Source: an optimization exercise on an open RTL-to-GDS flow (aim: a short achievable clock period and few clock cycles). Production flows keep margins and buffers that such runs may drop.
In this exercise RTL edits were held to simulation tests only and were not proved equivalent to the original.

==> design/flow/design.v <==
module crc32_rom (
    input  wire [7:0]  idx,
    output wire [31:0] data
);
    assign data[0] = idx[2];
    assign data[1] = idx[0] ^ idx[3];
    assign data[2] = idx[0] ^ idx[1] ^ idx[4];
    assign data[3] = idx[1] ^ idx[2] ^ idx[5];
    assign data[4] = idx[0] ^ idx[2] ^ idx[3] ^ idx[6];
    assign data[5] = idx[1] ^ idx[3] ^ idx[4] ^ idx[7];
    assign data[6] = idx[4] ^ idx[5];
    assign data[7] = idx[0] ^ idx[5] ^ idx[6];
    assign data[8] = idx[1] ^ idx[6] ^ idx[7];
    assign data[9] = idx[7];
    assign data[10] = idx[2];
    assign data[11] = idx[3];
    assign data[12] = idx[0] ^ idx[4];
    assign data[13] = idx[0] ^ idx[1] ^ idx[5];
    assign data[14] = idx[1] ^ idx[2] ^ idx[6];
    assign data[15] = idx[2] ^ idx[3] ^ idx[7];
    assign data[16] = idx[0] ^ idx[2] ^ idx[3] ^ idx[4];
    assign data[17] = idx[0] ^ idx[1] ^ idx[3] ^ idx[4] ^ idx[5];
    assign data[18] = idx[0] ^ idx[1] ^ idx[2] ^ idx[4] ^ idx[5] ^ idx[6];
    assign data[19] = idx[1] ^ idx[2] ^ idx[3] ^ idx[5] ^ idx[6] ^ idx[7];
    assign data[20] = idx[3] ^ idx[4] ^ idx[6] ^ idx[7];
    assign data[21] = idx[2] ^ idx[4] ^ idx[5] ^ idx[7];
    assign data[22] = idx[2] ^ idx[3] ^ idx[5] ^ idx[6];
    assign data[23] = idx[3] ^ idx[4] ^ idx[6] ^ idx[7];
    assign data[24] = idx[0] ^ idx[2] ^ idx[4] ^ idx[5] ^ idx[7];
    assign data[25] = idx[0] ^ idx[1] ^ idx[2] ^ idx[3] ^ idx[5] ^ idx[6];
    assign data[26] = idx[0] ^ idx[1] ^ idx[2] ^ idx[3] ^ idx[4] ^ idx[6] ^ idx[7];
    assign data[27] = idx[1] ^ idx[3] ^ idx[4] ^ idx[5] ^ idx[7];
    assign data[28] = idx[0] ^ idx[4] ^ idx[5] ^ idx[6];
    assign data[29] = idx[0] ^ idx[1] ^ idx[5] ^ idx[6] ^ idx[7];
    assign data[30] = idx[0] ^ idx[1] ^ idx[6] ^ idx[7];
    assign data[31] = idx[1] ^ idx[7];
endmodule
module crc32_engine (
    input  wire        clk,
    input  wire        rst,
    input  wire        cmd_valid,
    output wire        cmd_ready,
    input  wire [7:0]  cmd,
    input  wire [31:0] din,
    output wire [31:0] dout,
    output wire        err
);
    localparam [31:0] X_INIT = 32'h9226F562;
    reg [31:0] x_q;       
    reg [31:0] y_q;       
    reg [31:0] w_q;       
    reg [31:0] s_sv_q;    
    reg [31:0] d_sv_q;    
    reg [2:0]  fold_q;    
    reg        rst_q;     
    reg        keep_q;    
    reg        sres_q;    
    reg        dres_q;    
    reg [31:0] dout_q;    
    reg        err_q;     
    reg        ready_q;   
    reg        rt_q;      
    reg [7:0]  idx_q;     
    wire zhi     = ~cmd[7] & ~cmd[3] & ~cmd[2];
    wire zlo     = ~cmd[1] & ~cmd[0];
    wire full    = cmd[1] & cmd[0];
    wire op_upd  = zhi & ~cmd[6] &  cmd[5] &  cmd[4];
    wire op_init = zhi & ~cmd[6] & ~cmd[5] &  cmd[4] & zlo;
    wire op_load = zhi & ~cmd[6] &  cmd[5] & ~cmd[4] & zlo;
    wire op_rds  = zhi &  cmd[6] & ~cmd[5] & ~cmd[4] & zlo;
    wire op_fin  = zhi &  cmd[6] & ~cmd[5] &  cmd[4] & zlo;
    wire op_rdt  = zhi &  cmd[6] &  cmd[5] & ~cmd[4] & zlo;
    wire op_nop  = zhi & ~cmd[6] & ~cmd[5] & ~cmd[4] & zlo;
    wire op_short = op_upd & ~full;
    wire fast    = (op_upd & full) | op_init | op_load | op_rds | op_fin | op_nop;
    wire legal   = fast | op_short | op_rdt;
    wire acc     = cmd_valid & ready_q;
    wire c_upd   =  cmd[5] &  cmd[4];               
    wire c_load  =  cmd[5] & ~cmd[4];               
    wire c_init  = ~cmd[6] & ~cmd[5] &  cmd[4];     
    wire c_rds   =  cmd[6] & ~cmd[5] & ~cmd[4];     
    wire c_fin   =  cmd[6] & ~cmd[5] &  cmd[4];     
    wire upd     = acc & c_upd;
    wire x_set   = (acc & c_init) | rst_q;
    wire y_load  = acc & c_load;
    wire xy_keep = keep_q & ~(acc & (cmd[5] | c_init));
    wire go      = acc & ~rst;
    wire d_keep  = ~rst & ~rt_q & ~dres_q & ~(acc & cmd[6] & ~cmd[5]);
    wire [31:0] t4, c1, c2, c3;
    assign t4[0] = x_q[0] ^ x_q[1] ^ x_q[2] ^ x_q[3] ^ x_q[4] ^ x_q[6] ^ x_q[7] ^ x_q[8] ^ x_q[16] ^ x_q[20] ^ x_q[22] ^ x_q[23] ^ x_q[26];
    assign t4[1] = x_q[1] ^ x_q[2] ^ x_q[3] ^ x_q[4] ^ x_q[5] ^ x_q[7] ^ x_q[8] ^ x_q[9] ^ x_q[17] ^ x_q[21] ^ x_q[23] ^ x_q[24] ^ x_q[27];
    assign t4[2] = x_q[0] ^ x_q[2] ^ x_q[3] ^ x_q[4] ^ x_q[5] ^ x_q[6] ^ x_q[8] ^ x_q[9] ^ x_q[10] ^ x_q[18] ^ x_q[22] ^ x_q[24] ^ x_q[25] ^ x_q[28];
    assign t4[3] = x_q[1] ^ x_q[3] ^ x_q[4] ^ x_q[5] ^ x_q[6] ^ x_q[7] ^ x_q[9] ^ x_q[10] ^ x_q[11] ^ x_q[19] ^ x_q[23] ^ x_q[25] ^ x_q[26] ^ x_q[29];
    assign t4[4] = x_q[2] ^ x_q[4] ^ x_q[5] ^ x_q[6] ^ x_q[7] ^ x_q[8] ^ x_q[10] ^ x_q[11] ^ x_q[12] ^ x_q[20] ^ x_q[24] ^ x_q[26] ^ x_q[27] ^ x_q[30];
    assign t4[5] = x_q[0] ^ x_q[3] ^ x_q[5] ^ x_q[6] ^ x_q[7] ^ x_q[8] ^ x_q[9] ^ x_q[11] ^ x_q[12] ^ x_q[13] ^ x_q[21] ^ x_q[25] ^ x_q[27] ^ x_q[28] ^ x_q[31];
    assign t4[6] = x_q[0] ^ x_q[2] ^ x_q[3] ^ x_q[9] ^ x_q[10] ^ x_q[12] ^ x_q[13] ^ x_q[14] ^ x_q[16] ^ x_q[20] ^ x_q[23] ^ x_q[28] ^ x_q[29];
    assign t4[7] = x_q[1] ^ x_q[3] ^ x_q[4] ^ x_q[10] ^ x_q[11] ^ x_q[13] ^ x_q[14] ^ x_q[15] ^ x_q[17] ^ x_q[21] ^ x_q[24] ^ x_q[29] ^ x_q[30];
    assign t4[8] = x_q[0] ^ x_q[2] ^ x_q[4] ^ x_q[5] ^ x_q[11] ^ x_q[12] ^ x_q[14] ^ x_q[15] ^ x_q[16] ^ x_q[18] ^ x_q[22] ^ x_q[25] ^ x_q[30] ^ x_q[31];
    assign t4[9] = x_q[0] ^ x_q[2] ^ x_q[4] ^ x_q[5] ^ x_q[7] ^ x_q[8] ^ x_q[12] ^ x_q[13] ^ x_q[15] ^ x_q[17] ^ x_q[19] ^ x_q[20] ^ x_q[22] ^ x_q[31];
    assign t4[10] = x_q[0] ^ x_q[2] ^ x_q[4] ^ x_q[5] ^ x_q[7] ^ x_q[9] ^ x_q[13] ^ x_q[14] ^ x_q[18] ^ x_q[21] ^ x_q[22] ^ x_q[26];
    assign t4[11] = x_q[1] ^ x_q[3] ^ x_q[5] ^ x_q[6] ^ x_q[8] ^ x_q[10] ^ x_q[14] ^ x_q[15] ^ x_q[19] ^ x_q[22] ^ x_q[23] ^ x_q[27];
    assign t4[12] = x_q[2] ^ x_q[4] ^ x_q[6] ^ x_q[7] ^ x_q[9] ^ x_q[11] ^ x_q[15] ^ x_q[16] ^ x_q[20] ^ x_q[23] ^ x_q[24] ^ x_q[28];
    assign t4[13] = x_q[0] ^ x_q[3] ^ x_q[5] ^ x_q[7] ^ x_q[8] ^ x_q[10] ^ x_q[12] ^ x_q[16] ^ x_q[17] ^ x_q[21] ^ x_q[24] ^ x_q[25] ^ x_q[29];
    assign t4[14] = x_q[0] ^ x_q[1] ^ x_q[4] ^ x_q[6] ^ x_q[8] ^ x_q[9] ^ x_q[11] ^ x_q[13] ^ x_q[17] ^ x_q[18] ^ x_q[22] ^ x_q[25] ^ x_q[26] ^ x_q[30];
    assign t4[15] = x_q[1] ^ x_q[2] ^ x_q[5] ^ x_q[7] ^ x_q[9] ^ x_q[10] ^ x_q[12] ^ x_q[14] ^ x_q[18] ^ x_q[19] ^ x_q[23] ^ x_q[26] ^ x_q[27] ^ x_q[31];
    assign t4[16] = x_q[1] ^ x_q[4] ^ x_q[7] ^ x_q[10] ^ x_q[11] ^ x_q[13] ^ x_q[15] ^ x_q[16] ^ x_q[19] ^ x_q[22] ^ x_q[23] ^ x_q[24] ^ x_q[26] ^ x_q[27] ^ x_q[28];
    assign t4[17] = x_q[2] ^ x_q[5] ^ x_q[8] ^ x_q[11] ^ x_q[12] ^ x_q[14] ^ x_q[16] ^ x_q[17] ^ x_q[20] ^ x_q[23] ^ x_q[24] ^ x_q[25] ^ x_q[27] ^ x_q[28] ^ x_q[29];
    assign t4[18] = x_q[0] ^ x_q[3] ^ x_q[6] ^ x_q[9] ^ x_q[12] ^ x_q[13] ^ x_q[15] ^ x_q[17] ^ x_q[18] ^ x_q[21] ^ x_q[24] ^ x_q[25] ^ x_q[26] ^ x_q[28] ^ x_q[29] ^ x_q[30];
    assign t4[19] = x_q[0] ^ x_q[1] ^ x_q[4] ^ x_q[7] ^ x_q[10] ^ x_q[13] ^ x_q[14] ^ x_q[16] ^ x_q[18] ^ x_q[19] ^ x_q[22] ^ x_q[25] ^ x_q[26] ^ x_q[27] ^ x_q[29] ^ x_q[30] ^ x_q[31];
    assign t4[20] = x_q[0] ^ x_q[3] ^ x_q[4] ^ x_q[5] ^ x_q[6] ^ x_q[7] ^ x_q[11] ^ x_q[14] ^ x_q[15] ^ x_q[16] ^ x_q[17] ^ x_q[19] ^ x_q[22] ^ x_q[27] ^ x_q[28] ^ x_q[30] ^ x_q[31];
    assign t4[21] = x_q[0] ^ x_q[2] ^ x_q[3] ^ x_q[5] ^ x_q[12] ^ x_q[15] ^ x_q[17] ^ x_q[18] ^ x_q[22] ^ x_q[26] ^ x_q[28] ^ x_q[29] ^ x_q[31];
    assign t4[22] = x_q[2] ^ x_q[7] ^ x_q[8] ^ x_q[13] ^ x_q[18] ^ x_q[19] ^ x_q[20] ^ x_q[22] ^ x_q[26] ^ x_q[27] ^ x_q[29] ^ x_q[30];
    assign t4[23] = x_q[0] ^ x_q[3] ^ x_q[8] ^ x_q[9] ^ x_q[14] ^ x_q[19] ^ x_q[20] ^ x_q[21] ^ x_q[23] ^ x_q[27] ^ x_q[28] ^ x_q[30] ^ x_q[31];
    assign t4[24] = x_q[2] ^ x_q[3] ^ x_q[6] ^ x_q[7] ^ x_q[8] ^ x_q[9] ^ x_q[10] ^ x_q[15] ^ x_q[16] ^ x_q[21] ^ x_q[23] ^ x_q[24] ^ x_q[26] ^ x_q[28] ^ x_q[29] ^ x_q[31];
    assign t4[25] = x_q[1] ^ x_q[2] ^ x_q[6] ^ x_q[9] ^ x_q[10] ^ x_q[11] ^ x_q[17] ^ x_q[20] ^ x_q[23] ^ x_q[24] ^ x_q[25] ^ x_q[26] ^ x_q[27] ^ x_q[29] ^ x_q[30];
    assign t4[26] = x_q[2] ^ x_q[3] ^ x_q[7] ^ x_q[10] ^ x_q[11] ^ x_q[12] ^ x_q[18] ^ x_q[21] ^ x_q[24] ^ x_q[25] ^ x_q[26] ^ x_q[27] ^ x_q[28] ^ x_q[30] ^ x_q[31];
    assign t4[27] = x_q[0] ^ x_q[1] ^ x_q[2] ^ x_q[6] ^ x_q[7] ^ x_q[11] ^ x_q[12] ^ x_q[13] ^ x_q[16] ^ x_q[19] ^ x_q[20] ^ x_q[23] ^ x_q[25] ^ x_q[27] ^ x_q[28] ^ x_q[29] ^ x_q[31];
    assign t4[28] = x_q[0] ^ x_q[4] ^ x_q[6] ^ x_q[12] ^ x_q[13] ^ x_q[14] ^ x_q[16] ^ x_q[17] ^ x_q[21] ^ x_q[22] ^ x_q[23] ^ x_q[24] ^ x_q[28] ^ x_q[29] ^ x_q[30];
    assign t4[29] = x_q[0] ^ x_q[1] ^ x_q[5] ^ x_q[7] ^ x_q[13] ^ x_q[14] ^ x_q[15] ^ x_q[17] ^ x_q[18] ^ x_q[22] ^ x_q[23] ^ x_q[24] ^ x_q[25] ^ x_q[29] ^ x_q[30] ^ x_q[31];
    assign t4[30] = x_q[3] ^ x_q[4] ^ x_q[7] ^ x_q[14] ^ x_q[15] ^ x_q[18] ^ x_q[19] ^ x_q[20] ^ x_q[22] ^ x_q[24] ^ x_q[25] ^ x_q[30] ^ x_q[31];
    assign t4[31] = x_q[0] ^ x_q[1] ^ x_q[2] ^ x_q[3] ^ x_q[5] ^ x_q[6] ^ x_q[7] ^ x_q[15] ^ x_q[19] ^ x_q[21] ^ x_q[22] ^ x_q[25] ^ x_q[31];
    assign c1[0] = w_q[2] ^ w_q[8];
    assign c1[1] = w_q[0] ^ w_q[3] ^ w_q[9];
    assign c1[2] = w_q[0] ^ w_q[1] ^ w_q[4] ^ w_q[10];
    assign c1[3] = w_q[1] ^ w_q[2] ^ w_q[5] ^ w_q[11];
    assign c1[4] = w_q[0] ^ w_q[2] ^ w_q[3] ^ w_q[6] ^ w_q[12];
    assign c1[5] = w_q[1] ^ w_q[3] ^ w_q[4] ^ w_q[7] ^ w_q[13];
    assign c1[6] = w_q[4] ^ w_q[5] ^ w_q[14];
    assign c1[7] = w_q[0] ^ w_q[5] ^ w_q[6] ^ w_q[15];
    assign c1[8] = w_q[1] ^ w_q[6] ^ w_q[7] ^ w_q[16];
    assign c1[9] = w_q[7] ^ w_q[17];
    assign c1[10] = w_q[2] ^ w_q[18];
    assign c1[11] = w_q[3] ^ w_q[19];
    assign c1[12] = w_q[0] ^ w_q[4] ^ w_q[20];
    assign c1[13] = w_q[0] ^ w_q[1] ^ w_q[5] ^ w_q[21];
    assign c1[14] = w_q[1] ^ w_q[2] ^ w_q[6] ^ w_q[22];
    assign c1[15] = w_q[2] ^ w_q[3] ^ w_q[7] ^ w_q[23];
    assign c1[16] = w_q[0] ^ w_q[2] ^ w_q[3] ^ w_q[4] ^ w_q[24];
    assign c1[17] = w_q[0] ^ w_q[1] ^ w_q[3] ^ w_q[4] ^ w_q[5] ^ w_q[25];
    assign c1[18] = w_q[0] ^ w_q[1] ^ w_q[2] ^ w_q[4] ^ w_q[5] ^ w_q[6] ^ w_q[26];
    assign c1[19] = w_q[1] ^ w_q[2] ^ w_q[3] ^ w_q[5] ^ w_q[6] ^ w_q[7] ^ w_q[27];
    assign c1[20] = w_q[3] ^ w_q[4] ^ w_q[6] ^ w_q[7] ^ w_q[28];
    assign c1[21] = w_q[2] ^ w_q[4] ^ w_q[5] ^ w_q[7] ^ w_q[29];
    assign c1[22] = w_q[2] ^ w_q[3] ^ w_q[5] ^ w_q[6] ^ w_q[30];
    assign c1[23] = w_q[3] ^ w_q[4] ^ w_q[6] ^ w_q[7] ^ w_q[31];
    assign c1[24] = w_q[0] ^ w_q[2] ^ w_q[4] ^ w_q[5] ^ w_q[7];
    assign c1[25] = w_q[0] ^ w_q[1] ^ w_q[2] ^ w_q[3] ^ w_q[5] ^ w_q[6];
    assign c1[26] = w_q[0] ^ w_q[1] ^ w_q[2] ^ w_q[3] ^ w_q[4] ^ w_q[6] ^ w_q[7];
    assign c1[27] = w_q[1] ^ w_q[3] ^ w_q[4] ^ w_q[5] ^ w_q[7];
    assign c1[28] = w_q[0] ^ w_q[4] ^ w_q[5] ^ w_q[6];
    assign c1[29] = w_q[0] ^ w_q[1] ^ w_q[5] ^ w_q[6] ^ w_q[7];
    assign c1[30] = w_q[0] ^ w_q[1] ^ w_q[6] ^ w_q[7];
    assign c1[31] = w_q[1] ^ w_q[7];
    assign c2[0] = w_q[0] ^ w_q[4] ^ w_q[6] ^ w_q[7] ^ w_q[10] ^ w_q[16];
    assign c2[1] = w_q[1] ^ w_q[5] ^ w_q[7] ^ w_q[8] ^ w_q[11] ^ w_q[17];
    assign c2[2] = w_q[2] ^ w_q[6] ^ w_q[8] ^ w_q[9] ^ w_q[12] ^ w_q[18];
    assign c2[3] = w_q[3] ^ w_q[7] ^ w_q[9] ^ w_q[10] ^ w_q[13] ^ w_q[19];
    assign c2[4] = w_q[4] ^ w_q[8] ^ w_q[10] ^ w_q[11] ^ w_q[14] ^ w_q[20];
    assign c2[5] = w_q[5] ^ w_q[9] ^ w_q[11] ^ w_q[12] ^ w_q[15] ^ w_q[21];
    assign c2[6] = w_q[0] ^ w_q[4] ^ w_q[7] ^ w_q[12] ^ w_q[13] ^ w_q[22];
    assign c2[7] = w_q[1] ^ w_q[5] ^ w_q[8] ^ w_q[13] ^ w_q[14] ^ w_q[23];
    assign c2[8] = w_q[0] ^ w_q[2] ^ w_q[6] ^ w_q[9] ^ w_q[14] ^ w_q[15] ^ w_q[24];
    assign c2[9] = w_q[1] ^ w_q[3] ^ w_q[4] ^ w_q[6] ^ w_q[15] ^ w_q[25];
    assign c2[10] = w_q[2] ^ w_q[5] ^ w_q[6] ^ w_q[10] ^ w_q[26];
    assign c2[11] = w_q[3] ^ w_q[6] ^ w_q[7] ^ w_q[11] ^ w_q[27];
    assign c2[12] = w_q[0] ^ w_q[4] ^ w_q[7] ^ w_q[8] ^ w_q[12] ^ w_q[28];
    assign c2[13] = w_q[0] ^ w_q[1] ^ w_q[5] ^ w_q[8] ^ w_q[9] ^ w_q[13] ^ w_q[29];
    assign c2[14] = w_q[1] ^ w_q[2] ^ w_q[6] ^ w_q[9] ^ w_q[10] ^ w_q[14] ^ w_q[30];
    assign c2[15] = w_q[2] ^ w_q[3] ^ w_q[7] ^ w_q[10] ^ w_q[11] ^ w_q[15] ^ w_q[31];
    assign c2[16] = w_q[0] ^ w_q[3] ^ w_q[6] ^ w_q[7] ^ w_q[8] ^ w_q[10] ^ w_q[11] ^ w_q[12];
    assign c2[17] = w_q[0] ^ w_q[1] ^ w_q[4] ^ w_q[7] ^ w_q[8] ^ w_q[9] ^ w_q[11] ^ w_q[12] ^ w_q[13];
    assign c2[18] = w_q[1] ^ w_q[2] ^ w_q[5] ^ w_q[8] ^ w_q[9] ^ w_q[10] ^ w_q[12] ^ w_q[13] ^ w_q[14];
    assign c2[19] = w_q[0] ^ w_q[2] ^ w_q[3] ^ w_q[6] ^ w_q[9] ^ w_q[10] ^ w_q[11] ^ w_q[13] ^ w_q[14] ^ w_q[15];
    assign c2[20] = w_q[0] ^ w_q[1] ^ w_q[3] ^ w_q[6] ^ w_q[11] ^ w_q[12] ^ w_q[14] ^ w_q[15];
    assign c2[21] = w_q[1] ^ w_q[2] ^ w_q[6] ^ w_q[10] ^ w_q[12] ^ w_q[13] ^ w_q[15];
    assign c2[22] = w_q[2] ^ w_q[3] ^ w_q[4] ^ w_q[6] ^ w_q[10] ^ w_q[11] ^ w_q[13] ^ w_q[14];
    assign c2[23] = w_q[3] ^ w_q[4] ^ w_q[5] ^ w_q[7] ^ w_q[11] ^ w_q[12] ^ w_q[14] ^ w_q[15];
    assign c2[24] = w_q[0] ^ w_q[5] ^ w_q[7] ^ w_q[8] ^ w_q[10] ^ w_q[12] ^ w_q[13] ^ w_q[15];
    assign c2[25] = w_q[1] ^ w_q[4] ^ w_q[7] ^ w_q[8] ^ w_q[9] ^ w_q[10] ^ w_q[11] ^ w_q[13] ^ w_q[14];
    assign c2[26] = w_q[2] ^ w_q[5] ^ w_q[8] ^ w_q[9] ^ w_q[10] ^ w_q[11] ^ w_q[12] ^ w_q[14] ^ w_q[15];
    assign c2[27] = w_q[0] ^ w_q[3] ^ w_q[4] ^ w_q[7] ^ w_q[9] ^ w_q[11] ^ w_q[12] ^ w_q[13] ^ w_q[15];
    assign c2[28] = w_q[0] ^ w_q[1] ^ w_q[5] ^ w_q[6] ^ w_q[7] ^ w_q[8] ^ w_q[12] ^ w_q[13] ^ w_q[14];
    assign c2[29] = w_q[1] ^ w_q[2] ^ w_q[6] ^ w_q[7] ^ w_q[8] ^ w_q[9] ^ w_q[13] ^ w_q[14] ^ w_q[15];
    assign c2[30] = w_q[2] ^ w_q[3] ^ w_q[4] ^ w_q[6] ^ w_q[8] ^ w_q[9] ^ w_q[14] ^ w_q[15];
    assign c2[31] = w_q[3] ^ w_q[5] ^ w_q[6] ^ w_q[9] ^ w_q[15];
    assign c3[0] = w_q[0] ^ w_q[8] ^ w_q[12] ^ w_q[14] ^ w_q[15] ^ w_q[18] ^ w_q[24];
    assign c3[1] = w_q[0] ^ w_q[1] ^ w_q[9] ^ w_q[13] ^ w_q[15] ^ w_q[16] ^ w_q[19] ^ w_q[25];
    assign c3[2] = w_q[0] ^ w_q[1] ^ w_q[2] ^ w_q[10] ^ w_q[14] ^ w_q[16] ^ w_q[17] ^ w_q[20] ^ w_q[26];
    assign c3[3] = w_q[1] ^ w_q[2] ^ w_q[3] ^ w_q[11] ^ w_q[15] ^ w_q[17] ^ w_q[18] ^ w_q[21] ^ w_q[27];
    assign c3[4] = w_q[0] ^ w_q[2] ^ w_q[3] ^ w_q[4] ^ w_q[12] ^ w_q[16] ^ w_q[18] ^ w_q[19] ^ w_q[22] ^ w_q[28];
    assign c3[5] = w_q[0] ^ w_q[1] ^ w_q[3] ^ w_q[4] ^ w_q[5] ^ w_q[13] ^ w_q[17] ^ w_q[19] ^ w_q[20] ^ w_q[23] ^ w_q[29];
    assign c3[6] = w_q[1] ^ w_q[2] ^ w_q[4] ^ w_q[5] ^ w_q[6] ^ w_q[8] ^ w_q[12] ^ w_q[15] ^ w_q[20] ^ w_q[21] ^ w_q[30];
    assign c3[7] = w_q[2] ^ w_q[3] ^ w_q[5] ^ w_q[6] ^ w_q[7] ^ w_q[9] ^ w_q[13] ^ w_q[16] ^ w_q[21] ^ w_q[22] ^ w_q[31];
    assign c3[8] = w_q[3] ^ w_q[4] ^ w_q[6] ^ w_q[7] ^ w_q[8] ^ w_q[10] ^ w_q[14] ^ w_q[17] ^ w_q[22] ^ w_q[23];
    assign c3[9] = w_q[0] ^ w_q[4] ^ w_q[5] ^ w_q[7] ^ w_q[9] ^ w_q[11] ^ w_q[12] ^ w_q[14] ^ w_q[23];
    assign c3[10] = w_q[1] ^ w_q[5] ^ w_q[6] ^ w_q[10] ^ w_q[13] ^ w_q[14] ^ w_q[18];
    assign c3[11] = w_q[0] ^ w_q[2] ^ w_q[6] ^ w_q[7] ^ w_q[11] ^ w_q[14] ^ w_q[15] ^ w_q[19];
    assign c3[12] = w_q[1] ^ w_q[3] ^ w_q[7] ^ w_q[8] ^ w_q[12] ^ w_q[15] ^ w_q[16] ^ w_q[20];
    assign c3[13] = w_q[0] ^ w_q[2] ^ w_q[4] ^ w_q[8] ^ w_q[9] ^ w_q[13] ^ w_q[16] ^ w_q[17] ^ w_q[21];
    assign c3[14] = w_q[0] ^ w_q[1] ^ w_q[3] ^ w_q[5] ^ w_q[9] ^ w_q[10] ^ w_q[14] ^ w_q[17] ^ w_q[18] ^ w_q[22];
    assign c3[15] = w_q[1] ^ w_q[2] ^ w_q[4] ^ w_q[6] ^ w_q[10] ^ w_q[11] ^ w_q[15] ^ w_q[18] ^ w_q[19] ^ w_q[23];
    assign c3[16] = w_q[2] ^ w_q[3] ^ w_q[5] ^ w_q[7] ^ w_q[8] ^ w_q[11] ^ w_q[14] ^ w_q[15] ^ w_q[16] ^ w_q[18] ^ w_q[19] ^ w_q[20];
    assign c3[17] = w_q[0] ^ w_q[3] ^ w_q[4] ^ w_q[6] ^ w_q[8] ^ w_q[9] ^ w_q[12] ^ w_q[15] ^ w_q[16] ^ w_q[17] ^ w_q[19] ^ w_q[20] ^ w_q[21];
    assign c3[18] = w_q[1] ^ w_q[4] ^ w_q[5] ^ w_q[7] ^ w_q[9] ^ w_q[10] ^ w_q[13] ^ w_q[16] ^ w_q[17] ^ w_q[18] ^ w_q[20] ^ w_q[21] ^ w_q[22];
    assign c3[19] = w_q[2] ^ w_q[5] ^ w_q[6] ^ w_q[8] ^ w_q[10] ^ w_q[11] ^ w_q[14] ^ w_q[17] ^ w_q[18] ^ w_q[19] ^ w_q[21] ^ w_q[22] ^ w_q[23];
    assign c3[20] = w_q[3] ^ w_q[6] ^ w_q[7] ^ w_q[8] ^ w_q[9] ^ w_q[11] ^ w_q[14] ^ w_q[19] ^ w_q[20] ^ w_q[22] ^ w_q[23];
    assign c3[21] = w_q[4] ^ w_q[7] ^ w_q[9] ^ w_q[10] ^ w_q[14] ^ w_q[18] ^ w_q[20] ^ w_q[21] ^ w_q[23];
    assign c3[22] = w_q[0] ^ w_q[5] ^ w_q[10] ^ w_q[11] ^ w_q[12] ^ w_q[14] ^ w_q[18] ^ w_q[19] ^ w_q[21] ^ w_q[22];
    assign c3[23] = w_q[0] ^ w_q[1] ^ w_q[6] ^ w_q[11] ^ w_q[12] ^ w_q[13] ^ w_q[15] ^ w_q[19] ^ w_q[20] ^ w_q[22] ^ w_q[23];
    assign c3[24] = w_q[0] ^ w_q[1] ^ w_q[2] ^ w_q[7] ^ w_q[8] ^ w_q[13] ^ w_q[15] ^ w_q[16] ^ w_q[18] ^ w_q[20] ^ w_q[21] ^ w_q[23];
    assign c3[25] = w_q[1] ^ w_q[2] ^ w_q[3] ^ w_q[9] ^ w_q[12] ^ w_q[15] ^ w_q[16] ^ w_q[17] ^ w_q[18] ^ w_q[19] ^ w_q[21] ^ w_q[22];
    assign c3[26] = w_q[2] ^ w_q[3] ^ w_q[4] ^ w_q[10] ^ w_q[13] ^ w_q[16] ^ w_q[17] ^ w_q[18] ^ w_q[19] ^ w_q[20] ^ w_q[22] ^ w_q[23];
    assign c3[27] = w_q[3] ^ w_q[4] ^ w_q[5] ^ w_q[8] ^ w_q[11] ^ w_q[12] ^ w_q[15] ^ w_q[17] ^ w_q[19] ^ w_q[20] ^ w_q[21] ^ w_q[23];
    assign c3[28] = w_q[4] ^ w_q[5] ^ w_q[6] ^ w_q[8] ^ w_q[9] ^ w_q[13] ^ w_q[14] ^ w_q[15] ^ w_q[16] ^ w_q[20] ^ w_q[21] ^ w_q[22];
    assign c3[29] = w_q[5] ^ w_q[6] ^ w_q[7] ^ w_q[9] ^ w_q[10] ^ w_q[14] ^ w_q[15] ^ w_q[16] ^ w_q[17] ^ w_q[21] ^ w_q[22] ^ w_q[23];
    assign c3[30] = w_q[6] ^ w_q[7] ^ w_q[10] ^ w_q[11] ^ w_q[12] ^ w_q[14] ^ w_q[16] ^ w_q[17] ^ w_q[22] ^ w_q[23];
    assign c3[31] = w_q[7] ^ w_q[11] ^ w_q[13] ^ w_q[14] ^ w_q[17] ^ w_q[23];
    wire [31:0] s_cur = t4 ^ y_q;
    wire [31:0] dmask = din & {{8{cmd[1] & cmd[0]}}, {8{cmd[1]}},
                               {8{cmd[1] | cmd[0]}}, 8'hFF};
    wire [31:0] s_in  = t4 ^ (y_q ^ dmask);
    wire [31:0] t_rd;
    crc32_rom u_rom (.idx(idx_q), .data(t_rd));
    always @(posedge clk) begin
        idx_q   <= din[7:0];
        w_q     <= s_in;
        s_sv_q  <= s_cur;
        d_sv_q  <= dout_q;
        rst_q   <= rst;
        keep_q  <= ~rst & ~(acc & ~fast);
        sres_q  <= go & ~(fast | op_short);
        dres_q  <= go & ~legal;
        fold_q  <= {3{go & op_short}} &
                   {cmd[1:0] == 2'd2, cmd[1:0] == 2'd1, cmd[1:0] == 2'd0};
        x_q     <= ({32{upd}} & s_in) | ({32{x_set}} & X_INIT) | ({32{xy_keep}} & x_q);
        y_q     <= ({32{y_load}} & din) | ({32{fold_q[0]}} & c1) | ({32{fold_q[1]}} & c2) |
                   ({32{fold_q[2]}} & c3) | ({32{sres_q}} & s_sv_q) | ({32{xy_keep}} & y_q);
        dout_q  <= {32{~rst}} & (({32{acc & c_rds}} & s_cur) | ({32{acc & c_fin}} & ~s_cur) |
                   ({32{rt_q}} & t_rd) | ({32{dres_q}} & d_sv_q) | ({32{d_keep}} & dout_q));
        err_q   <= ~rst & (err_q | (go & ~legal));
        ready_q <= ~rst & ~(go & ~fast);
        rt_q    <= go & op_rdt;
    end
    assign cmd_ready = ready_q;
    assign dout      = dout_q;
    assign err       = err_q;
endmodule
==> design/flow/flow/run.sh <==
#!/bin/bash
# Standard layout (the standard.sh, which runs the standard synthesis
# script), with more slow cells kept out of synthesis and repair: three-input
# XORs, high-stack OR/NOR/AND-OR cells and the like. Registers are untouched
# (flip-flops are mapped before ABC and none of them is in the list).
set -euo pipefail
PL=$(cat flow/platform_dont_use.txt)
EXTRA=$(cat flow/extra_dont_use.txt)
bash standard.sh "DONT_USE_CELLS=$PL $EXTRA" finish > standard.log 2>&1
==> design/flow/flow/extra_dont_use.txt <==
sky130_fd_sc_hd__a2111o_1 sky130_fd_sc_hd__a2111o_2 sky130_fd_sc_hd__a2111o_4 sky130_fd_sc_hd__a2111oi_0 sky130_fd_sc_hd__a2111oi_1 sky130_fd_sc_hd__a2111oi_2 sky130_fd_sc_hd__a2111oi_4 sky130_fd_sc_hd__a222oi_1 sky130_fd_sc_hd__a41o_1 sky130_fd_sc_hd__a41o_2 sky130_fd_sc_hd__a41o_4 sky130_fd_sc_hd__a41oi_1 sky130_fd_sc_hd__a41oi_2 sky130_fd_sc_hd__a41oi_4 sky130_fd_sc_hd__nor4_1 sky130_fd_sc_hd__nor4_2 sky130_fd_sc_hd__nor4_4 sky130_fd_sc_hd__nor4b_1 sky130_fd_sc_hd__nor4b_2 sky130_fd_sc_hd__nor4b_4 sky130_fd_sc_hd__nor4bb_1 sky130_fd_sc_hd__nor4bb_2 sky130_fd_sc_hd__nor4bb_4 sky130_fd_sc_hd__o2111a_1 sky130_fd_sc_hd__o2111a_2 sky130_fd_sc_hd__o2111a_4 sky130_fd_sc_hd__o2111ai_1 sky130_fd_sc_hd__o2111ai_2 sky130_fd_sc_hd__o2111ai_4 sky130_fd_sc_hd__o41a_1 sky130_fd_sc_hd__o41a_2 sky130_fd_sc_hd__o41a_4 sky130_fd_sc_hd__o41ai_1 sky130_fd_sc_hd__o41ai_2 sky130_fd_sc_hd__o41ai_4 sky130_fd_sc_hd__or3_1 sky130_fd_sc_hd__or3_2 sky130_fd_sc_hd__or3_4 sky130_fd_sc_hd__or3b_1 sky130_fd_sc_hd__or3b_2 sky130_fd_sc_hd__or3b_4 sky130_fd_sc_hd__or4_1 sky130_fd_sc_hd__or4_2 sky130_fd_sc_hd__or4_4 sky130_fd_sc_hd__or4b_1 sky130_fd_sc_hd__or4b_2 sky130_fd_sc_hd__or4b_4 sky130_fd_sc_hd__or4bb_1 sky130_fd_sc_hd__or4bb_2 sky130_fd_sc_hd__or4bb_4 sky130_fd_sc_hd__xnor3_1 sky130_fd_sc_hd__xnor3_2 sky130_fd_sc_hd__xnor3_4 sky130_fd_sc_hd__xor3_1 sky130_fd_sc_hd__xor3_2 sky130_fd_sc_hd__xor3_4  sky130_fd_sc_hd__a211oi_1 sky130_fd_sc_hd__a211oi_2 sky130_fd_sc_hd__a211oi_4 sky130_fd_sc_hd__a221o_1 sky130_fd_sc_hd__a221o_2 sky130_fd_sc_hd__a221o_4 sky130_fd_sc_hd__a221oi_1 sky130_fd_sc_hd__a221oi_2 sky130_fd_sc_hd__a221oi_4 sky130_fd_sc_hd__a311o_1 sky130_fd_sc_hd__a311o_2 sky130_fd_sc_hd__a311o_4 sky130_fd_sc_hd__a311oi_1 sky130_fd_sc_hd__a311oi_2 sky130_fd_sc_hd__a311oi_4 sky130_fd_sc_hd__a32o_1 sky130_fd_sc_hd__a32o_2 sky130_fd_sc_hd__a32o_4 sky130_fd_sc_hd__a32oi_1 sky130_fd_sc_hd__a32oi_2 sky130_fd_sc_hd__a32oi_4 sky130_fd_sc_hd__and4_1 sky130_fd_sc_hd__and4_2 sky130_fd_sc_hd__and4_4 sky130_fd_sc_hd__and4b_1 sky130_fd_sc_hd__and4b_2 sky130_fd_sc_hd__and4b_4 sky130_fd_sc_hd__and4bb_1 sky130_fd_sc_hd__and4bb_2 sky130_fd_sc_hd__and4bb_4 sky130_fd_sc_hd__mux4_1 sky130_fd_sc_hd__mux4_2 sky130_fd_sc_hd__mux4_4 sky130_fd_sc_hd__nand4_1 sky130_fd_sc_hd__nand4_2 sky130_fd_sc_hd__nand4_4 sky130_fd_sc_hd__nand4b_1 sky130_fd_sc_hd__nand4b_2 sky130_fd_sc_hd__nand4b_4 sky130_fd_sc_hd__nand4bb_1 sky130_fd_sc_hd__nand4bb_2 sky130_fd_sc_hd__nand4bb_4 sky130_fd_sc_hd__nor3_1 sky130_fd_sc_hd__nor3_2 sky130_fd_sc_hd__nor3_4 sky130_fd_sc_hd__nor3b_1 sky130_fd_sc_hd__nor3b_2 sky130_fd_sc_hd__nor3b_4 sky130_fd_sc_hd__o211ai_1 sky130_fd_sc_hd__o211ai_2 sky130_fd_sc_hd__o211ai_4 sky130_fd_sc_hd__o221a_1 sky130_fd_sc_hd__o221a_2 sky130_fd_sc_hd__o221a_4 sky130_fd_sc_hd__o221ai_1 sky130_fd_sc_hd__o221ai_2 sky130_fd_sc_hd__o221ai_4 sky130_fd_sc_hd__o311a_1 sky130_fd_sc_hd__o311a_2 sky130_fd_sc_hd__o311a_4 sky130_fd_sc_hd__o311ai_0 sky130_fd_sc_hd__o311ai_1 sky130_fd_sc_hd__o311ai_2 sky130_fd_sc_hd__o311ai_4 sky130_fd_sc_hd__o32a_1 sky130_fd_sc_hd__o32a_2 sky130_fd_sc_hd__o32a_4 sky130_fd_sc_hd__o32ai_1 sky130_fd_sc_hd__o32ai_2 sky130_fd_sc_hd__o32ai_4 
==> design/flow/flow/platform_dont_use.txt <==
sky130_fd_sc_hd__lpflow_bleeder_1 sky130_fd_sc_hd__lpflow_clkbufkapwr_1 sky130_fd_sc_hd__lpflow_clkbufkapwr_16 sky130_fd_sc_hd__lpflow_clkbufkapwr_2 sky130_fd_sc_hd__lpflow_clkbufkapwr_4 sky130_fd_sc_hd__lpflow_clkbufkapwr_8 sky130_fd_sc_hd__lpflow_clkinvkapwr_1 sky130_fd_sc_hd__lpflow_clkinvkapwr_16 sky130_fd_sc_hd__lpflow_clkinvkapwr_2 sky130_fd_sc_hd__lpflow_clkinvkapwr_4 sky130_fd_sc_hd__lpflow_clkinvkapwr_8 sky130_fd_sc_hd__lpflow_decapkapwr_12 sky130_fd_sc_hd__lpflow_decapkapwr_3 sky130_fd_sc_hd__lpflow_decapkapwr_4 sky130_fd_sc_hd__lpflow_decapkapwr_6 sky130_fd_sc_hd__lpflow_decapkapwr_8 sky130_fd_sc_hd__lpflow_inputiso0n_1 sky130_fd_sc_hd__lpflow_inputiso0p_1 sky130_fd_sc_hd__lpflow_inputiso1n_1 sky130_fd_sc_hd__lpflow_inputiso1p_1 sky130_fd_sc_hd__lpflow_inputisolatch_1 sky130_fd_sc_hd__lpflow_isobufsrc_1 sky130_fd_sc_hd__lpflow_isobufsrc_16 sky130_fd_sc_hd__lpflow_isobufsrc_2 sky130_fd_sc_hd__lpflow_isobufsrc_4 sky130_fd_sc_hd__lpflow_isobufsrc_8 sky130_fd_sc_hd__lpflow_isobufsrckapwr_16 sky130_fd_sc_hd__lpflow_lsbuf_lh_hl_isowell_tap_1 sky130_fd_sc_hd__lpflow_lsbuf_lh_hl_isowell_tap_2 sky130_fd_sc_hd__lpflow_lsbuf_lh_hl_isowell_tap_4 sky130_fd_sc_hd__lpflow_lsbuf_lh_isowell_4 sky130_fd_sc_hd__lpflow_lsbuf_lh_isowell_tap_1 sky130_fd_sc_hd__lpflow_lsbuf_lh_isowell_tap_2 sky130_fd_sc_hd__lpflow_lsbuf_lh_isowell_tap_4 sky130_fd_sc_hd__probe_p_8 sky130_fd_sc_hd__probec_p_8 
==> design/flow/standard.sh <==
#!/bin/bash
# synth_recipe.tcl (not shown) runs the flow's synth.tcl, then flattens the netlist and writes it again
# the make line also repeats each setting of config.mk as NAME=value (left out here)
make -C /OpenROAD-flow-scripts/flow DESIGN_CONFIG=/design/flow/config.mk WORK_HOME=/design/flow/orfs CLKGATE_MAP_FILE= SYNTH_SCRIPT=/design/flow/synth_recipe.tcl "${@:-finish}"
==> design/flow/config.mk <==
export PLATFORM = sky130hd
export DESIGN_NAME = crc32_engine
export DESIGN_NICKNAME = crc32_engine
export VERILOG_FILES = /design/flow/design.v
export SDC_FILE = /design/flow/constraint.sdc
export NUM_CORES = 4
export LEC_CHECK = 0
export ABC_CLOCK_PERIOD_IN_PS = 1000
export CAP_MARGIN = 20
export CORE_MARGIN = 2
export CORE_UTILIZATION = 35
export SETUP_SLACK_MARGIN = 5.0
export SLEW_MARGIN = 20
export TNS_END_PERCENT = 100
==> design/flow/constraint.sdc <==
create_clock -name core_clock -period 6.0 [get_ports {clk}]
set_input_delay 1.2000 -clock core_clock [delete_from_list [all_inputs] [get_ports {clk}]]
set_output_delay 1.2000 -clock core_clock [all_outputs]
set_load 0.01 [all_outputs]
==> run notes, run 1 <==
Period utilisation layout = 0.3700
HP Class = register to register
Critical path arrival = 2650 ps
CTS Sinks = 210
Critical path type = register to register
Sequential-to-total area share from yosys stat = 0.3062
Critical path data required time = 6430 ps
# DRC = 0
H-tree depth = 1
TritonCTS clock tree = yes
# diodes = 0
Die area = 0.04083 sq mm
Critical-path maximum fanout = 5
Seq cells post-synth = 210
Clock Tree Root = clkbuf_16
Peak Freq = 450.4 MHz
TNS Setup = 0 ps
Num CTS Buffers = 24
RSZ-0062 raised after global routing = yes
Critical path endpoint category = register
Slew of the pin with the lowest slew margin = 744.1 ps
Met1 Use GR = 0.3551
Fin crit period = 2220 ps
Maximum clock insertion buffer count = 3
Number of routed nets with antenna violations = 0
Vias post-DR = 12,140
Setup violators final = 0
Largest net degree at the start of global routing = 33
Final worst clock skew = 17.80 ps
Standard-cell rows = 72
Hold_buf cts = 0
I/O Buffers = 76
GRT Util Overall = 0.2805
Synthesized Nets = 1,465
Avg WL per Cell = 27.33 um
Yosys warning count = 1
Final Core Density = 0.5894
Vias in the first global route = 12,110
Unique masters post-synth = 37
1st-pass router iterations = 5
Dpl cell area = 0.01553 sq mm
Starting density of the core = 0.3553
Clk pin slew, worst setup/hold paths = 70 ps
Global routing usage on met2 = 0.4541
Rel. slew slack = 0.5004
Multi-input gate area = 0.01263 sq mm
Hold Vio Cnt, Final = 0
# fillers = 2,873
Gr busiest metal = met2
First-pass GRT wire length = 83,340 um
Via density per instance = 5.380
Worst setup SP type = register
Syn Inst Count = 1,422
Post-Route WL = 61,690 um
Register area = 0.004434 sq mm
Clock latency (worst-skew pair) = 540 ps
Met3 Use GR = 0.06014
I/O Pins = 77
Hold slack = 374.6 ps
Post-layout instance area = 0.02278 sq mm
Syn avg cell area = 9.655 sq um
Number of DRC markers in iteration 0 = 1,206
Detailed placer's ending HPWL = 36,890 um
Fin nets = 1,766
Status = finished clean
MaxCap Viol Count = 0
GPL Wtd Cong = 0.9306
Core Region = 0.03865 sq mm
Gr ovfl total = 0
Die Y = 202.1 um
Mapped cell area = 0.01373 sq mm
Slew Limit Fails = 0
Die width = 202.1 um
Layout cell share with drive strength beyond 1 = 0.5216
Area grow syn2layout = 65.91%
Initial antenna violation count = 0
==> cell type report <==
type	instances	area share
Multi-Input combinational cell	1091	0.5545
Timing Repair Buffer	383	0.1843
Clock inverter	11	0.006537
Sequential cell	210	0.1947
Tap cell	518	0.02845
Inverter	13	0.002692
Clock buffer	31	0.02884
==> cell usage after synthesis <==
cell type	n	area, sq um
nand3b_1	3	22.52
a21bo_2	10	100.1
nand3_1	21	105.1
and3b_1	5	43.79
nor2b_1	3	18.77
a21oi_1	75	375.4
clkbuf_1	58	217.7
a22oi_1	48	360.4
nand2_1	93	349.1
nor2_1	15	56.30
xor2_4	1	27.53
a21boi_1	1	7.510
o21bai_1	2	15.01
buf_4	22	165.2
xor2_2	4	65.06
nand2b_1	3	18.77
o21ai_0	49	245.2
a211o_1	2	17.52
o21a_1	3	22.52
xnor2_4	11	302.8
a21o_1	1	7.510
buf_1	4	15.01
a31oi_1	13	81.33
mux2i_1	16	160.2
or2_2	2	12.51
inv_1	13	48.80
xnor2_1	492	4309
buf_6	10	112.6
dfxtp_1	210	4204
o22ai_1	1	6.260
and2_1	3	18.77
xnor2_2	40	650.6
a21bo_1	1	10.01
buf_2	21	105.1
and3_1	1	6.260
a22o_1	49	429.2
xor2_1	116	1016
==> placed cells by master (no fill, tap or decap), types with 47 or more instances in the layout <==
master and n:
a21oi_1 54, buf_12 48, xnor2_4 107, a22o_1 47, xnor2_2 144, dfxtp_4 47
buf_4 160, xor2_1 78, nand2_1 63, dfxtp_1 120, xnor2_1 292, buf_6 125
==> stage by stage <==
stage	cells	setup slack (ps)
finish	2257	3780
global placement	1918	2152
global route	2257	3759
floorplan	1422	3590
detailed placement	1919	2100
CTS	2184	3780
==> critical path, stage by stage (launching register included) <==
cell and delay (ps):
dfxtp_2 330, buf_12 160, buf_8 140, xnor2_4 270, xnor2_2 120, xnor2_2 160
xnor2_2 160, xnor2_2 230, buf_4 190, mux2i_2 240, o21ai_1 90
==> worst paths after layout <==
check,from,cells past startpoint,to,slack [ps]
setup reg to reg,x_q[7],10,dout_q[29],3780
hold reg to reg,dout_q[21],0,d_sv_q[21],370
hold / removal,dout_q[21],0,d_sv_q[21],370
setup / recovery,x_q[7],10,dout_q[29],3780
==> timing repair <==
action,4_1_cts,5_1_grt
resized for setup,729,153
setup buffers,208,73
setup endpoints to repair,212,204
gates cloned,15,0
pin swaps,195,124
==> flip-flops by register name, summed over array words and instances, names as in the netlist, 3 cells and up <==
register / count
fold_q: 3
d_sv_q: 32
w_q: 32
dout_q: 32
idx_q: 8
x_q: 32
y_q: 32
s_sv_q: 32
==> per-layer routing <==
metal	wire, um	part of all wire
met1	23090	0.37
met5	60	0.00097
met2	28540	0.46
met3	5874	0.095
met4	4121	0.067
==> logic make-up (layout without fill, tap and decap cells) <==
logic type	after synthesis	count (layout)	synth area share
muxes	16	16	0.01166
AOI/OAI and AO/OA	255	258	0.1222
buffers and inverters	128	438	0.04839
xor gates and xnor gates	664	664	0.4640
and+or+nand+nor	149	153	0.04748
DFF	210	210	0.3062
Testbench counts, summed over its fixed seeds: cycles 6,042.
==> run 2: changes to the inputs <==
--- a/design/flow/config.mk
+++ b/design/flow/config.mk
@@ -9,6 +9,7 @@
 export CAP_MARGIN = 20
 export CORE_MARGIN = 2
 export CORE_UTILIZATION = 35
+export PLACE_DENSITY = 0.5
 export SETUP_SLACK_MARGIN = 5.0
 export SLEW_MARGIN = 20
 export TNS_END_PERCENT = 100
==> run 2 against run 1 <==
Effect of this change:
- still clean
- die area did not move
- core utilization rose by 0.25 points
- fmax fell by 6.7%
- synthesized area did not move
- critical path depth did not move
- wire length fell by 4.7%
- clock skew barely moved
- critical path type unchanged
==> run notes, run 2 <==
Starting density of the core = 0.3553 (unchanged)
Synthesized Nets = 1,465 (unchanged)
Critical path arrival = 2800 ps (+150 ps)
Status = finished clean
Period utilisation layout = 0.3965 (+0.02652)
Seq cells post-synth = 210 (unchanged)
I/O Buffers = 76 (unchanged)
Number of DRC markers in iteration 0 = 884 (-27%)
Worst setup SP type = register
Most common cell after layout, fill and taps aside = xnor2_1
CTS Sinks = 210 (unchanged)
Fin nets = 1,773 (+0.40%)
Detailed placer's ending HPWL = 38,950 um (+5.6%)
Mapped cell area = 0.01373 sq mm (unchanged)
Unique masters post-synth = 37 (unchanged)
Maximum clock insertion buffer count = 3 (unchanged)
Standard-cell rows = 72 (unchanged)
Clock Tree Root = clkbuf_16
Number of synthesized flops with an enable pin = 0 (unchanged)
Die width = 202.1 um (unchanged)
Largest net degree at the start of global routing = 34 (+3.0%)
Slowest CP cell = xnor2_1
Final worst clock skew = 17.84 ps (+0.04510 ps)
Cell Chain, Critical Path = buf_12 > buf_12 > xnor2_4 > xnor2_2 > xnor2_1 > xnor2_1 > xnor2_2 > buf_6 > mux2i_2 > o21ai_1
H-tree depth = 1 (unchanged)
Worst path max stage delay = 360 ps (+30 ps)
Hold Vio Cnt, Final = 0 (unchanged)
Core Region = 0.03865 sq mm (unchanged)
Syn avg cell area = 9.655 sq um (unchanged)
1st-pass router iterations = 5 (unchanged)
Clock latency (worst-skew pair) = 550 ps (about the same)
Rel. slew slack = 0.4557 (-0.04464)
Yosys top cell by area = xnor2_1
Via density per instance = 5.096 (-5.3%)
RSZ-0062 raised after global routing = yes
Ys async rst share = 0 (unchanged)
Syn Inst Count = 1,422 (unchanged)
CP bufs+invs = 3 (unchanged)
Critical path type = register to register
Vias in the first global route = 11,780 (-2.7%)
Slew of the pin with the lowest slew margin = 810.6 ps (+66.48 ps)
HP Class = register to register
# diodes = 0 (unchanged)
Largest cells by area after synthesis = xnor2_1 31%, dfxtp_1 31%, xor2_1 7.4%, xnor2_2 4.7%, a22o_1 3.1%
Slew Limit Fails = 0 (unchanged)
Setup violators final = 0 (unchanged)
Fin crit period = 2379 ps (+159.1 ps)
Yosys top cell area share = 0.3139 (unchanged)
Critical path endpoint category = register
# DRC = 0 (unchanged)
Post-Route WL = 58,800 um (-4.7%)
Cell with the most instances after synthesis = xnor2_1
GRT Util Overall = 0.2833 (+0.002777)
Number of routed nets with antenna violations = 0 (unchanged)
GPL Wtd Cong = 0.9061 (-2.6%)
Synth cell count leaders = 492 x xnor2_1, 210 x dfxtp_1, 116 x xor2_1
Gr ovfl total = 0 (unchanged)
Die area = 0.04083 sq mm (unchanged)
Sequential-to-total area share from yosys stat = 0.3062 (unchanged)
Area grow syn2layout = 66.61%
TritonCTS clock tree = yes
Critical-path maximum fanout = 4 (-1)
Most used DFF post-synth = dfxtp_1
CP top delay family = XOR/XNOR gates
First-pass GRT wire length = 83,750 um (+0.49%)
I/O Pins = 77 (unchanged)
Most frequent cells in the layout = 291 x xnor2_1, 169 x buf_4, 143 x xnor2_2, 123 x buf_6, 122 x dfxtp_1
Initial antenna violation count = 2 (+2)
Yosys warning count = 1 (unchanged)
Vias post-DR = 11,540 (-5.0%)
Avg WL per Cell = 25.97 um (-5.0%)
Clk pin slew, worst setup/hold paths = 70 ps (about the same)
Die Y = 202.1 um (unchanged)
MaxCap Viol Count = 0 (unchanged)
Layout cell share with drive strength beyond 1 = 0.5281 (+0.006500)
Peak Freq = 420.3 MHz (-6.7%)
Num CTS Buffers = 24 (unchanged)
Critical path data required time = 6420 ps (about the same)
TNS Setup = 0 ps (unchanged)
-- run 2: repair_timing --
action                                  4_1_cts  5_1_grt
resized for setup                           739      113
hold buffers                                  0        0
setup buffers                               229       61
pin swaps                                   171      119
endpoints found under the setup margin      212      204
gates cloned                                 12        0
-- run 2: cells by family after synthesis --
family          after synthesis  synth area share
compound gates              255            0.1222
xor+xnor                    664            0.4640
buf+inv                     128           0.04839
flops                       210            0.3062
mux                          16           0.01166
simple gates                149           0.04748
-- run 2: metal layers --
metal,vias to the layer above,part of all wire,track usage
met5,-,0,0
met4,0,0.055,0.1292
met3,134,0.063,0.04112
met2,474,0.47,0.4627
met1,5693,0.41,0.3707
li1,5236,-,-
-- run 2: path summary, 6_finish.rpt --
check,startpoint,to,slack [ps],cells past startpoint
hold reg to reg,dout_q[5],d_sv_q[5],370,0
setup reg to reg,x_q[7],dout_q[16],3620,10
setup / recovery,x_q[7],dout_q[16],3620,10
hold / removal,dout_q[5],d_sv_q[5],370,0
-- run 2: stage by stage --
stage                     area (sq um)  instances    util  hold WS [ps]  setup slack [ps]
final                            22870       2264  0.5919         373.6              3621
after CTS                        21570       2203  0.5581         374.8              3775
after detailed placement         15540       1920  0.4020         348.9              2040
after global placement           15530       1920  0.4018         344.0              2024
after floorplan                  14900       1422       -         375.5              3590
after global routing             22870       2264  0.5919         384.9              3582
-- run 2: layout make-up --
cell class	count	area, sq um
timing repair buffer	393	4297
multi-input combinational	1088	12620
inverter	13	61.31
clock buffer	31	698.2
tap	518	648.1
sequential	210	4427
clock inverter	11	123.9
fill	3058	15770
==> run 3: changes to the inputs <==
--- a/design/flow/config.mk
+++ b/design/flow/config.mk
@@ -8,8 +8,7 @@
 export ABC_CLOCK_PERIOD_IN_PS = 1000
 export CAP_MARGIN = 20
 export CORE_MARGIN = 2
-export CORE_UTILIZATION = 35
-export PLACE_DENSITY = 0.5
+export CORE_UTILIZATION = 30
 export SETUP_SLACK_MARGIN = 5.0
 export SLEW_MARGIN = 20
 export TNS_END_PERCENT = 100
==> run 3 against run 2 <==
Effect of this change:
- die area is 16% higher
- final area is 2.9% higher
- wire length rose by 14%
- register-to-register slack worse by 20 ps
- clock skew decreased by 4.2 ps
- count of clock-buffer cells in the layout did not move
==> run notes, run 3 <==
Register area = 0.004451 sq mm (+0.54%)
Critical path endpoint category = register
Critical path arrival = 2880 ps (+80 ps)
Status = finished clean
TritonCTS clock tree = yes
RSZ-0062 raised after global routing = yes
Number of synthesized flops with an enable pin = 0 (unchanged)
Syn Inst Count = 1,422 (unchanged)
Yosys top cell area share = 0.3139 (unchanged)
I/O Buffers = 76 (unchanged)
Num CTS Buffers = 25 (+4.2%)
Gr ovfl total = 0 (unchanged)
GPL Wtd Cong = 0.9525 (+5.1%)
Peak Freq = 416.8 MHz (-0.82%)
Period utilisation layout = 0.3998 (+0.003292)
Syn avg cell area = 9.655 sq um (unchanged)
Largest cells by area after synthesis = xnor2_1 31%, dfxtp_1 31%, xor2_1 7.4%, xnor2_2 4.7%, a22o_1 3.1%
# DRC = 0 (unchanged)
I/O Pins = 77 (unchanged)
Number of DRC markers in iteration 0 = 1,430 (+62%)
Seq cells post-synth = 210 (unchanged)
R2R cell count = 9 (-1)
Critical path data required time = 6480 ps (+60 ps)
CTS Sinks = 210 (unchanged)
Starting density of the core = 0.3032 (-0.05206)
HP Class = register to register
Worst Hold Path EP = d_sv_q[11]
Clock latency (worst-skew pair) = 560 ps (about the same)
Fin crit period = 2399 ps (+19.75 ps)
Setup violators final = 0 (unchanged)
GRT Util Overall = 0.2541 (-0.02922)
Largest net degree at the start of global routing = 34 (unchanged)
Unique masters post-synth = 37 (unchanged)
Clk pin slew, worst setup/hold paths = 60 ps (about the same)
Slew Limit Fails = 0 (unchanged)
Maximum clock insertion buffer count = 3 (unchanged)
MaxCap Viol Count = 0 (unchanged)
Ys async rst share = 0 (unchanged)
Standard-cell rows = 78 (+8.3%)
Post-Layout Cell Count = 2,377 (+5.0%)
Rel. slew slack = 0.4987 (+0.04295)
Vias in the first global route = 12,590 (+6.9%)
Critical-path maximum fanout = 3 (-1)
Synthesized Nets = 1,465 (unchanged)
Slew of the pin with the lowest slew margin = 750.2 ps (-60.38 ps)
Clock Tree Root = clkbuf_16
H-tree depth = 1 (unchanged)
Die Y = 217.9 um (+7.9%)
Hold Vio Cnt, Final = 0 (unchanged)
RR Startpoint = x_q[29]
Initial antenna violation count = 2 (unchanged)
TNS Setup = 0 ps (unchanged)
Mapped cell area = 0.01373 sq mm (unchanged)
Most used DFF post-synth = dfxtp_1
Hold_buf cts = 0 (unchanged)
Most common cell after layout, fill and taps aside = xnor2_1
Yosys top cell by area = xnor2_1
Avg WL per Cell = 28.22 um (+8.6%)
Vias post-DR = 12,760 (+11%)
Worst setup SP type = register
Sequential-to-total area share from yosys stat = 0.3062 (unchanged)
1st-pass router iterations = 6 (+1)
Number of routed nets with antenna violations = 0 (unchanged)
Critical path type = register to register
Die width = 217.9 um (+7.9%)
Core Region = 0.04528 sq mm (+17%)
Layout cell share with drive strength beyond 1 = 0.5541 (+0.02599)
Die area = 0.04749 sq mm (+16%)
Cell with the most instances after synthesis = xnor2_1
Final worst clock skew = 13.59 ps (-4.250 ps)
Synth cell count leaders = 492 x xnor2_1, 210 x dfxtp_1, 116 x xor2_1
Hold path cells = 0 (unchanged)
First-pass GRT wire length = 87,510 um (+4.5%)
# fillers = 3,593 (+17%)
Most frequent cells in the layout = 278 x xnor2_1, 182 x buf_4, 163 x xnor2_2, 133 x buf_6, 121 x dfxtp_1
Yosys warning count = 1 (unchanged)
HP Start = dout_q[11]
Placed Instances = 1,999 (+4.1%)
Fin nets = 1,805 (+1.8%)
Detailed placer's ending HPWL = 37,610 um (-3.4%)
Reg2reg end = dout_q[22]
Hold slack = 379.7 ps (+6.187 ps)
Area grow syn2layout = 71.40%
Multi-input gate area = 0.01271 sq mm (+0.71%)
R2r setup slk = 3600 ps (-20 ps)
Via density per instance = 5.366 (+5.3%)
Post-Route WL = 67,070 um (+14%)
-- run 3: cell counts after synthesis --
No cell type changed its count.
-- run 3: layout make-up --
type,count,area share
multi-input cells,1089,0.5401
repair buffers,423,0.1995
flip-flops and latches,210,0.1891
well taps,600,0.03190
clock buffers,31,0.02924
clock inverters,10,0.007390
inverters,13,0.002605
diodes,1,0.0001063
-- run 3: what timing repair did --
| item | in CTS | in global routing |
|---|---|---|
| pin swaps | 200 | 135 |
| gates resized for setup | 755 | 162 |
| endpoints found under the setup margin | 212 | 204 |
| gates cloned | 16 | 3 |
| setup buffers | 235 | 82 |
-- run 3: metrics by stage --
| stage | utilization | setup slack [ps] | cell area (sq um) |
|---|---|---|---|
| 2_1_floorplan | - | 3590 | 14900 |
| 3_3_place_gp | 0.3448 | 2368 | 15610 |
| 3_5_place_dp | 0.3448 | 2309 | 15610 |
| 4_1_cts | 0.4811 | 3765 | 21790 |
| 5_1_grt | 0.5196 | 3580 | 23530 |
| 6_report | 0.5197 | 3601 | 23530 |
-- run 3: per-layer routing --
layer | GRT usage | part of all wire | wire (um) | vias up
met5 | 0 | 0.00016 | 11 | -
met4 | 0.1576 | 0.086 | 5794 | 2
li1 | - | - | - | 5307
met3 | 0.05495 | 0.10 | 6992 | 360
met1 | 0.3176 | 0.36 | 24180 | 6192
met2 | 0.3983 | 0.45 | 30090 | 894
-- run 3: kinds of logic after synthesis --
| kind of cell | after synthesis | synth area share |
|---|---|---|
| DFF | 210 | 0.3062 |
| AOI/OAI and AO/OA | 255 | 0.1222 |
| xor gates and xnor gates | 664 | 0.4640 |
| and+or+nand+nor | 149 | 0.04748 |
| buffers and inverters | 128 | 0.04839 |
| muxes | 16 | 0.01166 |
-- run 3: critical path: stages, from the launching register on --
cell,delay [ps]
dfxtp_4,380
buf_12,140
xnor2_4,280
xor2_2,470
xnor2_2,200
xnor2_2,290
buf_6,160
xor2_2,170
nand2_1,90
a31oi_1,120
-- run 3: worst max path at each step --
stage | from | to | slack, ps | cells past startpoint
after CTS | dout_q[20] | dout[20] | 3760 | 1
after floorplan | cmd_valid | y_q[22] | 3590 | 9
after detailed placement | cmd[6] | dout_q[18] | 2310 | 7
final | x_q[29] | dout_q[22] | 3600 | 9
after global placement | cmd[5] | dout_q[18] | 2370 | 7
after global routing | x_q[29] | dout_q[22] | 3580 | 9
==> run 4: changes to the inputs <==
--- a/design/flow/config.mk
+++ b/design/flow/config.mk
@@ -8,7 +8,7 @@
 export ABC_CLOCK_PERIOD_IN_PS = 1000
 export CAP_MARGIN = 20
 export CORE_MARGIN = 2
-export CORE_UTILIZATION = 30
+export CORE_UTILIZATION = 38
 export SETUP_SLACK_MARGIN = 5.0
 export SLEW_MARGIN = 20
 export TNS_END_PERCENT = 100
==> run 4 against run 3 <==
Effect of this change:
- flip-flop and latch count is the same
- first-iteration DRC count rose by 1.3%
- wire length decreased by 2.8%
- synthesized cell count stayed put
- via count shrank 0.42%
- final area decreased by 1.2%
- critical path type unchanged
- highest routed layer is now met4
==> run notes, run 4 <==
Status = finished clean
Die Y = 194.1 um (-11%)
Syn avg cell area = 9.655 sq um (unchanged)
Fin crit period = 2450 ps (+51.48 ps)
H-tree depth = 1 (unchanged)
Layout cell share with drive strength beyond 1 = 0.5468 (-0.007275)
Worst path max stage delay = 480 ps (about the same)
Post-Route WL = 65,220 um (-2.8%)
Hold Vio Cnt, Final = 0 (unchanged)
Setup violators final = 0 (unchanged)
CP dominant cell by count = xnor2_1
Sequential-to-total area share from yosys stat = 0.3062 (unchanged)
GRT Util Overall = 0.3077 (+0.05360)
I/O Pins = 77 (unchanged)
Area grow syn2layout = 69.27%
Slew Limit Fails = 0 (unchanged)
Yosys top cell area share = 0.3139 (unchanged)
R2r setup slk = 3550 ps (-50 ps)
Syn Inst Count = 1,422 (unchanged)
Multi-input gate area = 0.01278 sq mm (+0.55%)
Slew of the pin with the lowest slew margin = 809.1 ps (+58.90 ps)
Critical-path maximum fanout = 5 (+2)
Register area = 0.004436 sq mm (-0.34%)
Number of DRC markers in iteration 0 = 1,448 (+1.3%)
Starting density of the core = 0.3860 (+0.08280)
Detailed placer's ending HPWL = 37,000 um (-1.6%)
Peak Freq = 408.1 MHz (-2.1%)
HP Class = register to register
Via density per instance = 5.653 (+5.3%)
Critical path arrival = 2880 ps (about the same)
Clock latency (worst-skew pair) = 550 ps (about the same)
# fillers = 2,431 (-32%)
TNS Setup = 0 ps (unchanged)
Initial antenna violation count = 0 (-2)
Final Core Density = 0.6534 (+0.1337)
Seq cells post-synth = 210 (unchanged)
RSZ-0062 raised after global routing = yes
R2R cell count = 9 (unchanged)
Critical path type = register to register
Most frequent cells in the layout = 280 x xnor2_1, 178 x buf_4, 154 x xnor2_2, 148 x buf_6, 121 x dfxtp_1
Vias post-DR = 12,700 (-0.42%)
GPL Wtd Cong = 0.9145 (-4.0%)
MaxCap Viol Count = 0 (unchanged)
Unique masters post-synth = 37 (unchanged)
Number of routed nets with antenna violations = 0 (unchanged)
Rel. slew slack = 0.4567 (-0.04195)
Critical path endpoint category = register
Final worst clock skew = 34.04 ps (+20.44 ps)
First-pass GRT wire length = 85,560 um (-2.2%)
Largest net degree at the start of global routing = 34 (unchanged)
Num CTS Buffers = 23 (-8.0%)
Mapped cell area = 0.01373 sq mm (unchanged)
Maximum clock insertion buffer count = 3 (unchanged)
Synthesized Nets = 1,465 (unchanged)
Most common cell after layout, fill and taps aside = xnor2_1
Synth cell count leaders = 492 x xnor2_1, 210 x dfxtp_1, 116 x xor2_1
Slowest CP cell = xnor2_2
Fin nets = 1,813 (+0.44%)
Yosys top cell by area = xnor2_1
Clock Tree Root = clkbuf_16
Worst setup SP type = register
RR Startpoint = x_q[27]
Worst Hold Path EP = d_sv_q[4]
Vias in the first global route = 12,350 (-1.9%)
Number of synthesized flops with an enable pin = 0 (unchanged)
HP Start = dout_q[4]
Die width = 194.1 um (-11%)
run 4: cell counts after synthesis:
No cell type changed its count.
run 4: repair_timing:
item,CTS,global route
hold endpoints to repair,0,0
gates cloned,20,0
setup buffers,245,80
gates resized for setup,735,176
pin swaps,210,147
endpoints found under the setup margin,212,204
run 4: cell families (layout without fill, tap and decap cells):
group                     count (synthesis)  after routing  share of synthesized area
AOI/OAI and AO/OA                       255            260                     0.1222
xor gates and xnor gates                664            664                     0.4640
buffers and inverters                   128            480                    0.04839
DFF                                     210            210                     0.3062
muxes                                    16             16                    0.01166
other                                     0              1                          0
and+or+nand+nor                         149            155                    0.04748
run 4: worst max-delay path by stage:
| stage | from | end | slack, ps | depth (start not counted) |
|---|---|---|---|---|
| 5_1_grt | x_q[14] | dout_q[19] | 3540 | 9 |
| 6_report | x_q[27] | dout_q[19] | 3550 | 9 |
| 3_5_place_dp | cmd[6] | dout_q[18] | 2400 | 7 |
| 3_3_place_gp | cmd_valid | y_q[23] | 2230 | 8 |
| 2_1_floorplan | cmd_valid | y_q[22] | 3590 | 9 |
| 4_1_cts | dout_q[30] | dout[30] | 3780 | 1 |
run 4: through the flow:
stage	setup slack, ps	cells
2_1_floorplan	3590	1422
3_3_place_gp	2225	1860
3_5_place_dp	2401	1861
4_1_cts	3779	2166
5_1_grt	3537	2246
6_report	3550	2247
run 4: per-layer routing:
| layer | up-vias | part of all wire | track usage |
|---|---|---|---|
| met5 | - | 0 | 0 |
| met4 | 0 | 0.092 | 0.1616 |
| met3 | 348 | 0.098 | 0.05549 |
| met2 | 873 | 0.45 | 0.5064 |
| met1 | 6143 | 0.36 | 0.3844 |
| li1 | 5338 | - | - |
run 4: layout make-up:
class | count | share of cell area
repair buffers | 427 | 0.2003
diodes | 1 | 0.0001077
clock inverters | 8 | 0.003823
well taps | 461 | 0.02482
flip-flops and latches | 210 | 0.1909
inverters | 13 | 0.002638
clock buffers | 32 | 0.02751
multi-input cells | 1095 | 0.5499
run 4: critical path, delay by kind of cell, from the launching register on:
| kind | cells | cell delay, ps |
|---|---|---|
| DFF | 1 | 410 |
| AOI/OAI and AO/OA | 1 | 90 |
| xor gates and xnor gates | 5 | 1250 |
| buffers and inverters | 2 | 340 |
| muxes | 1 | 250 |

## afterwards: timing with drivers on the ports
How much do the figures lean on ideal ports? The routed layouts below were timed once more, with nothing changed but the port constraints. Step 1 sets driving cells, clkbuf_16 on the clock port and buf_2 on the other inputs (assumed; they add their load-dependent delay and slew). Step 2 moves the port delays by t, midway between the first and last clock arrival at a register: inputs arrive t later, outputs are due t later. That takes back most of the time a late clock gives input paths. a / b / c = ideal / step 1 / step 2; a / b = the first two.
run | t (ns) | setup WS [ns] | slew at the worst register clock pin (ns) | worst slew at a driven data input, ns | cell pins on the clock port's net
run 1 | 0.589 | 3.780 / 3.728 / 3.247 | 0.07 / 0.07 | 0.09 | 1
run 2 | 0.590 | 3.621 / 3.621 / 3.247 | 0.07 / 0.07 | 0.08 | 1
run 3 | 0.615 | 3.601 / 3.601 / 3.221 | 0.07 / 0.07 | 0.07 | 1
run 4 | 0.585 | 3.550 / 3.550 / 3.252 | 0.08 / 0.08 | 0.08 | 1
After both steps every run listed still meets setup and hold. The setup slack of run 1, which loses most, moves by -0.052 ns with the drivers and by -0.533 ns with both steps.
